This design comes from an exercise in tuning for small area, a short achievable clock period and few clock cycles on the open sky130 flow, not from production work.
RTL that was checked went through simulation tests only; none was proved equivalent to the original.
Power and IR drop assume default switching activity.

## pdk_engine
module pdk_engine (
    input  wire        clk,
    input  wire        rst,
    output wire [9:0]  imem_addr,
    input  wire [15:0] imem_rdata,
    output reg         io_we,
    output reg  [3:0]  io_waddr,
    output wire [7:0]  io_wdata,
    output reg         halted,
    output reg  [2:0]  fault_code,
    output reg         fault_write,
    output wire [15:0] fault_info,
    output wire [15:0] pc_o,
    output wire [15:0] acc_o,
    output wire [7:0]  sp_o,
    output wire [7:0]  flags_o,
    output wire [31:0] cycles_o
);
export LEC_CHECK = 0
export CAP_MARGIN = 20
export CORE_MARGIN = 2
export CORE_UTILIZATION = 65
export CTS_CLUSTER_DIAMETER = 100
export CTS_CLUSTER_SIZE = 20
export PLACE_DENSITY = 0.75
export SETUP_SLACK_MARGIN = 5
export SLEW_MARGIN = 20
create_clock -name core_clock -period 8.0 [get_ports {clk}]
standard.sh (not shown) runs the stock make flow with config.mk's settings and CLKGATE_MAP_FILE= SYNTH_SCRIPT=/design/flow/synth_recipe.tcl, a recipe that flattens the netlist after the stock synthesis.
==> flow/flow/run.sh <==
#!/bin/bash
# The standard layout (the standard.sh, all ORFS steps unchanged), except
# that the port buffers ORFS puts on every input and output are buf_4 cells
# rather than the library's smallest buffer, which is a slow delay cell.
# make's full output goes to standard.log here; ORFS's own per-step logs are
# under orfs/logs/.
set -euo pipefail
export BUFFER_PORTS_ARGS="-buffer_cell sky130_fd_sc_hd__buf_4"
bash standard.sh > standard.log 2>&1
Edit:
==> flow/run.sh (new file) <==
#!/bin/bash
# synth_recipe.tcl (not shown) runs the flow's synth.tcl, then flattens the netlist and writes it again
# the make line also repeats each setting of config.mk as NAME=value (left out here)
make -C /OpenROAD-flow-scripts/flow DESIGN_CONFIG=/design/flow/config.mk WORK_HOME=/design/flow/orfs CLKGATE_MAP_FILE= SYNTH_SCRIPT=/design/flow/synth_recipe.tcl finish
--- a/flow/config.mk
+++ b/flow/config.mk
@@ -9,6 +9,6 @@
 export CORE_MARGIN = 2
-export CORE_UTILIZATION = 65
+export CORE_UTILIZATION = 55
 export CTS_CLUSTER_DIAMETER = 100
-export CTS_CLUSTER_SIZE = 20
-export PLACE_DENSITY = 0.75
+export CTS_CLUSTER_SIZE = 30
+export PLACE_DENSITY = 0.7
 export SETUP_SLACK_MARGIN = 5
removed: flow/flow/run.sh
removed: flow/standard.sh
What happened:
- via count goes down by 2.1%
- setup slack is better by 51 ps
- cell area is unchanged
- power came out lower by 5.0%
Function was not checked in any run of this note: the RTL went through the layout flow alone.

* * *

Another version of the RTL of pdk_engine (not shown whole).
Size in the first run: ~770 flip-flops, about 0.033 mm^2 of cells after synthesis.
Design pdk_engine, start of the top module:
module pdk_engine (
    input  wire        clk,
    input  wire        rst,
    output wire [9:0]  imem_addr,
    input  wire [15:0] imem_rdata,
    output reg         io_we,
    output reg  [3:0]  io_waddr,
    output wire [7:0]  io_wdata,
    output reg         halted,
    output reg  [2:0]  fault_code,
    output reg         fault_write,
    output wire [15:0] fault_info,
    output wire [15:0] pc_o,
    output wire [15:0] acc_o,
    output wire [7:0]  sp_o,
    output wire [7:0]  flags_o,
    output wire [31:0] cycles_o
);
Settings: LEC_CHECK=0, CAP_MARGIN=20, CORE_MARGIN=2, CORE_UTILIZATION=70, CTS_CLUSTER_DIAMETER=100, CTS_CLUSTER_SIZE=24, PLACE_DENSITY=0.82, SETUP_SLACK_MARGIN=5, SLEW_MARGIN=20; clock period 8.0 ns.
==> flow/flow/run.sh <==
#!/bin/bash
# The standard layout (the standard.sh, all ORFS steps unchanged), except
# that the port buffers ORFS puts on every input and output are buf_4 cells
# rather than the library's smallest buffer, which is a slow delay cell.
# make's full output goes to standard.log here; ORFS's own per-step logs are
# under orfs/logs/.
set -euo pipefail
export BUFFER_PORTS_ARGS="-buffer_cell sky130_fd_sc_hd__buf_4"
bash standard.sh > standard.log 2>&1
The baseline went through all stages and came out clean.
Testbench counts at the start, summed over its fixed seeds: cycles 43,778.
Then changed:
==> flow/run.sh (new file) <==
#!/bin/bash
# synth_recipe.tcl (not shown) runs the flow's synth.tcl, then flattens the netlist and writes it again
# the make line also repeats each setting of config.mk as NAME=value (left out here)
make -C /OpenROAD-flow-scripts/flow DESIGN_CONFIG=/design/flow/config.mk WORK_HOME=/design/flow/orfs CLKGATE_MAP_FILE= SYNTH_SCRIPT=/design/flow/synth_recipe.tcl finish
- CORE_UTILIZATION: 70 -> 55
- CTS_CLUSTER_SIZE: 24 -> 30
- PLACE_DENSITY: 0.82 -> 0.7
removed: flow/flow/run.sh
removed: flow/standard.sh
What happened: Critical path depth grows by 3; count of clock-buffer cells in the layout decreases by 10; sequential cell count is unchanged; cell count rises by 8.5%; global-route usage goes down by 9.2 points; core utilization shrinks by 16 points; power falls by 4.2%; design area climbs by 2.8%.
Then changed:
==> flow/flow/run.sh (new file) <==
#!/bin/bash
# The standard layout (the standard.sh, all ORFS steps unchanged), except
# that the port buffers ORFS puts on every input and output are buf_4 cells
# rather than the library's smallest buffer, which is a slow delay cell.
# make's full output goes to standard.log here; ORFS's own per-step logs are
# under orfs/logs/.
set -euo pipefail
export BUFFER_PORTS_ARGS="-buffer_cell sky130_fd_sc_hd__buf_4"
bash standard.sh > standard.log 2>&1
==> flow/standard.sh (new file) <==
#!/bin/bash
# synth_recipe.tcl (not shown) runs the flow's synth.tcl, then flattens the netlist and writes it again
# the make line also repeats each setting of config.mk as NAME=value (left out here)
make -C /OpenROAD-flow-scripts/flow DESIGN_CONFIG=/design/flow/config.mk WORK_HOME=/design/flow/orfs CLKGATE_MAP_FILE= SYNTH_SCRIPT=/design/flow/synth_recipe.tcl "${@:-finish}"
- CTS_CLUSTER_SIZE: 30 -> 24
removed: flow/run.sh
=> The changed run completed without violations; utilization came out lower by 1.5 points; global-route usage came out lower by 1.1 points; worst setup slack improved by 27 ps; clock skew is about the same; cell count came out lower by 2.0%; cell area came out lower by 2.3%; worst hold slack improved by 3.4 ps; count of clock-buffer cells in the layout came out higher by 9.

* * *

Another version of the RTL of pdk_engine (not shown whole).
For scale: roughly 2,000 cells after synthesis, ~760 flip-flops, about 140 I/O pins.
==> flow/config.mk <==
export PLATFORM = sky130hd
export DESIGN_NAME = pdk_engine
export DESIGN_NICKNAME = pdk_engine
export VERILOG_FILES = /design/flow/design.v
export SDC_FILE = /design/flow/constraint.sdc
export NUM_CORES = 4
export LEC_CHECK = 0
export CAP_MARGIN = 20
export CORE_MARGIN = 2
export CORE_UTILIZATION = 55
export CTS_CLUSTER_DIAMETER = 100
export CTS_CLUSTER_SIZE = 24
export PLACE_DENSITY = 0.7
export SETUP_SLACK_MARGIN = 4.8
export SLEW_MARGIN = 20
==> flow/constraint.sdc <==
create_clock -name core_clock -period 8.0 [get_ports {clk}]
set_input_delay 1.6000 -clock core_clock [delete_from_list [all_inputs] [get_ports {clk}]]
set_output_delay 1.6000 -clock core_clock [all_outputs]
set_load 0.01 [all_outputs]
==> flow/flow/run.sh <==
#!/bin/bash
# The standard layout (the standard.sh, all ORFS steps unchanged), except
# that the port buffers ORFS puts on every input and output are buf_2 cells
# rather than the library's smallest buffer, which is a slow delay cell.
# make's full output goes to standard.log here; ORFS's own per-step logs are
# under orfs/logs/.
set -euo pipefail
export BUFFER_PORTS_ARGS="-buffer_cell sky130_fd_sc_hd__buf_2"
bash standard.sh > standard.log 2>&1
The baseline completed with no timing, DRC or antenna violations.
Testbench counts at the start, summed over its fixed seeds: cycles 43,778.
Rerun with:
Settings changed: CTS_BUF_LIST set to sky130_fd_sc_hd__clkbuf_8, CTS_CLUSTER_DIAMETER 100 to 60, CTS_CLUSTER_SIZE 24 to 12, SETUP_SLACK_MARGIN 4.8 to 4.9.
Outcome: The new run finished clean; cell count increases by 3.2%; setup slack gains 0.058 ns; worst hold slack gets worse by 0.0085 ns; clock power went up by about 2%; power grows by 1.7%; critical path depth shrinks by 2; wire length came out higher by 4.8%; final area goes up by 2.2%; non-clock buffer count rises by 30; count of clock-buffer cells in the layout rises by 31; core utilization went up by 1.3 points.
Rerun with:
Settings changed: CTS_BUF_LIST sky130_fd_sc_hd__clkbuf_8 to sky130_fd_sc_hd__clkbuf_8 sky130_fd_sc_hd__clkbuf_16, CTS_CLUSTER_DIAMETER 60 to 100, CTS_CLUSTER_SIZE 12 to 24, PLACE_DENSITY 0.7 to 0.8.
After rerunning: The new run went through all stages and came out clean. Global-route usage is lower by 0.55 points. Cell count is lower by 2.4%. Via count is higher by 1.2%. Critical path depth is lower by 3. Wire length hardly moves. Utilization is lower by 0.51 points. Area after synthesis stays the same. Non-clock buffer count is lower by 11. Cell area is lower by 0.82%. Die area does not change. Power is lower by 1.6%.
Rerun with:
Settings changed: CTS_BUF_LIST sky130_fd_sc_hd__clkbuf_8 sky130_fd_sc_hd__clkbuf_16 to not set, PLACE_DENSITY 0.8 to 0.7.
Outcome:
- routed wire length went down by 1.4%
- final cell count stays flat
- via count went down by 2.0%
- utilization went down by 0.25 points
- global-route usage went down by 0.28 points
Rerun with:
Settings changed: SETUP_SLACK_MARGIN 4.9 to 5.
Outcome: Cell area increases by 2.1%. Die area stays the same. Combinational power increases by 6.0%. Wire length increases by 1.4%. Non-clock buffer count increases by 37. Synthesized cell count does not change. Clock power increases by about 2%. Clock-buffer cell count increases by 10. Synthesized area is unchanged. Power increases by 1.3%.
Rerun with:
Settings changed: CTS_BUF_LIST set to sky130_fd_sc_hd__clkbuf_8 sky130_fd_sc_hd__clkbuf_16, PLACE_DENSITY 0.7 to 0.6, SETUP_SLACK_MARGIN 5 to 4.9.
=> The new run finished clean; final area drops slightly; worst hold slack is worse by 0.025 ns; maximum frequency hardly moves; die area stays the same; non-clock buffer count drops by 34; setup slack is better by 0.0073 ns; power drops slightly; first-iteration DRC count drops by roughly a tenth; via count drops by a few percent; cell count drops slightly; critical path depth drops by 1.

* * *

Setup of zinc:
Starting RTL as in the previous note.
clock: 8.0 ns
lec_check: 0
cap_margin: 20
core_margin: 2
core_utilization: 55
cts_cluster_diameter: 100
cts_cluster_size: 20
place_density: 0.7
setup_slack_margin: 4.9
slew_margin: 20
Scripts as last shown in full above: flow/flow/run.sh
Testbench counts of zinc, summed over its fixed seeds: cycles 43,778.
## Diff of input files: lagoon against zinc
- swapping 20 for 24 in CTS_CLUSTER_SIZE
==> flow/flow/run.sh <==
#!/bin/bash
# The standard layout (the standard.sh, all ORFS steps unchanged), except
# that the port buffers ORFS puts on every input and output are buf_4 cells
# rather than the library's smallest buffer, which is a slow delay cell.
# make's full output goes to standard.log here; ORFS's own per-step logs are
# under orfs/logs/.
set -euo pipefail
export BUFFER_PORTS_ARGS="-buffer_cell sky130_fd_sc_hd__buf_4"
bash standard.sh > standard.log 2>&1
[summary]
- Of the two candidates, zinc has the better total routed wirelength and lagoon the worse one.
- Comparing total stage count of the critical path for lagoon and zinc, the bigger number came from zinc.
- [lagoon] met2 layer usage reported by global route fell 1.3 points relative to zinc
- The worst-case setup slack after placement of lagoon was inferior to that of zinc.
- In the metrics for lagoon and zinc, the one carrying the higher hold slack is zinc.
- Where largest voltage drop on the vdd net is concerned, zinc is outperformed by lagoon.
- Diff zinc -> lagoon: total power after layout saw a decrease, initial antenna violation count increased by 1 relative to the old numbers.
diff inputs: lagoon => raven
- CTS_BUF_LIST: unset -> sky130_fd_sc_hd__clkbuf_8 sky130_fd_sc_hd__clkbuf_16
==> flow/flow/run.sh <==
#!/bin/bash
# The standard layout (the standard.sh, all ORFS steps unchanged), except
# that the port buffers ORFS puts on every input and output are buf_2 cells
# rather than the library's smallest buffer, which is a slow delay cell.
# make's full output goes to standard.log here; ORFS's own per-step logs are
# under orfs/logs/.
set -euo pipefail
export BUFFER_PORTS_ARGS="-buffer_cell sky130_fd_sc_hd__buf_2"
bash standard.sh > standard.log 2>&1
[summary]
- | synthesis-to-layout area growth | higher: lagoon |
- Summary of raven over lagoon: number of enable flip-flop cells after synthesis shows no meaningful change; clock buffer count in the final layout shows a reduction of 18.

[re-timing with driven ports]
In the flow no input, the clock included, has a driving cell. The finished layouts below were timed again as built, in two steps.
Step 1 (the two cells are an assumption about what drives the block):
set clk [get_ports {clk}]
set_driving_cell -lib_cell sky130_fd_sc_hd__clkbuf_16 $clk
set_driving_cell -lib_cell sky130_fd_sc_hd__buf_2 [delete_from_list [all_inputs] $clk]
Step 2 adds t to the input delays and takes it off the output delays; t is the mean of the earliest and latest rising clock arrival at the registers after step 1. Input paths then give back, and output paths get back, about the clock's delay inside the block.
a / b / c = ideal ports / drivers / drivers and shift; a / b = the first two.
run	t (ns)	setup WS [ns]	worst register clock-pin slew, ns	worst data-port slew with drivers (ns)	pins driven straight from the clock port
the first run of note 1	0.674	4.877 / 4.837 / 4.334	0.09 / 0.09	0.06	1
the second run of note 1	0.697	4.927 / 4.927 / 4.278	0.12 / 0.12	0.05	1
the first run of note 2	0.663	4.863 / 4.863 / 4.508	0.11 / 0.11	0.04	1
the second run of note 2	0.710	4.937 / 4.892 / 4.351	0.12 / 0.12	0.04	1
the third run of note 2	0.659	4.965 / 4.921 / 4.575	0.11 / 0.11	0.04	1
the first run of note 3	0.655	4.853 / 4.801 / 4.428	0.10 / 0.10	0.04	1
the second run of note 3	0.742	4.911 / 4.888 / 4.284	0.09 / 0.09	0.05	1
the third run of note 3	0.659	4.852 / 4.793 / 4.382	0.10 / 0.10	0.04	1
the fourth run of note 3	0.657	4.908 / 4.848 / 4.446	0.11 / 0.11	0.05	1
the fifth run of note 3	0.646	4.898 / 4.898 / 4.372	0.10 / 0.10	0.05	1
the sixth run of note 3	0.661	4.905 / 4.863 / 4.415	0.10 / 0.10	0.05	1
zinc	0.668	4.897 / 4.846 / 4.409	0.10 / 0.10	0.04	1
lagoon	0.657	4.889 / 4.828 / 4.490	0.11 / 0.11	0.05	1
raven	0.656	4.901 / 4.849 / 4.435	0.11 / 0.11	0.05	1
After both steps every run listed still meets setup and hold. For the second run of note 1, which loses most, drivers alone change the setup slack by 0.000 ns; drivers and shift together by -0.649 ns.
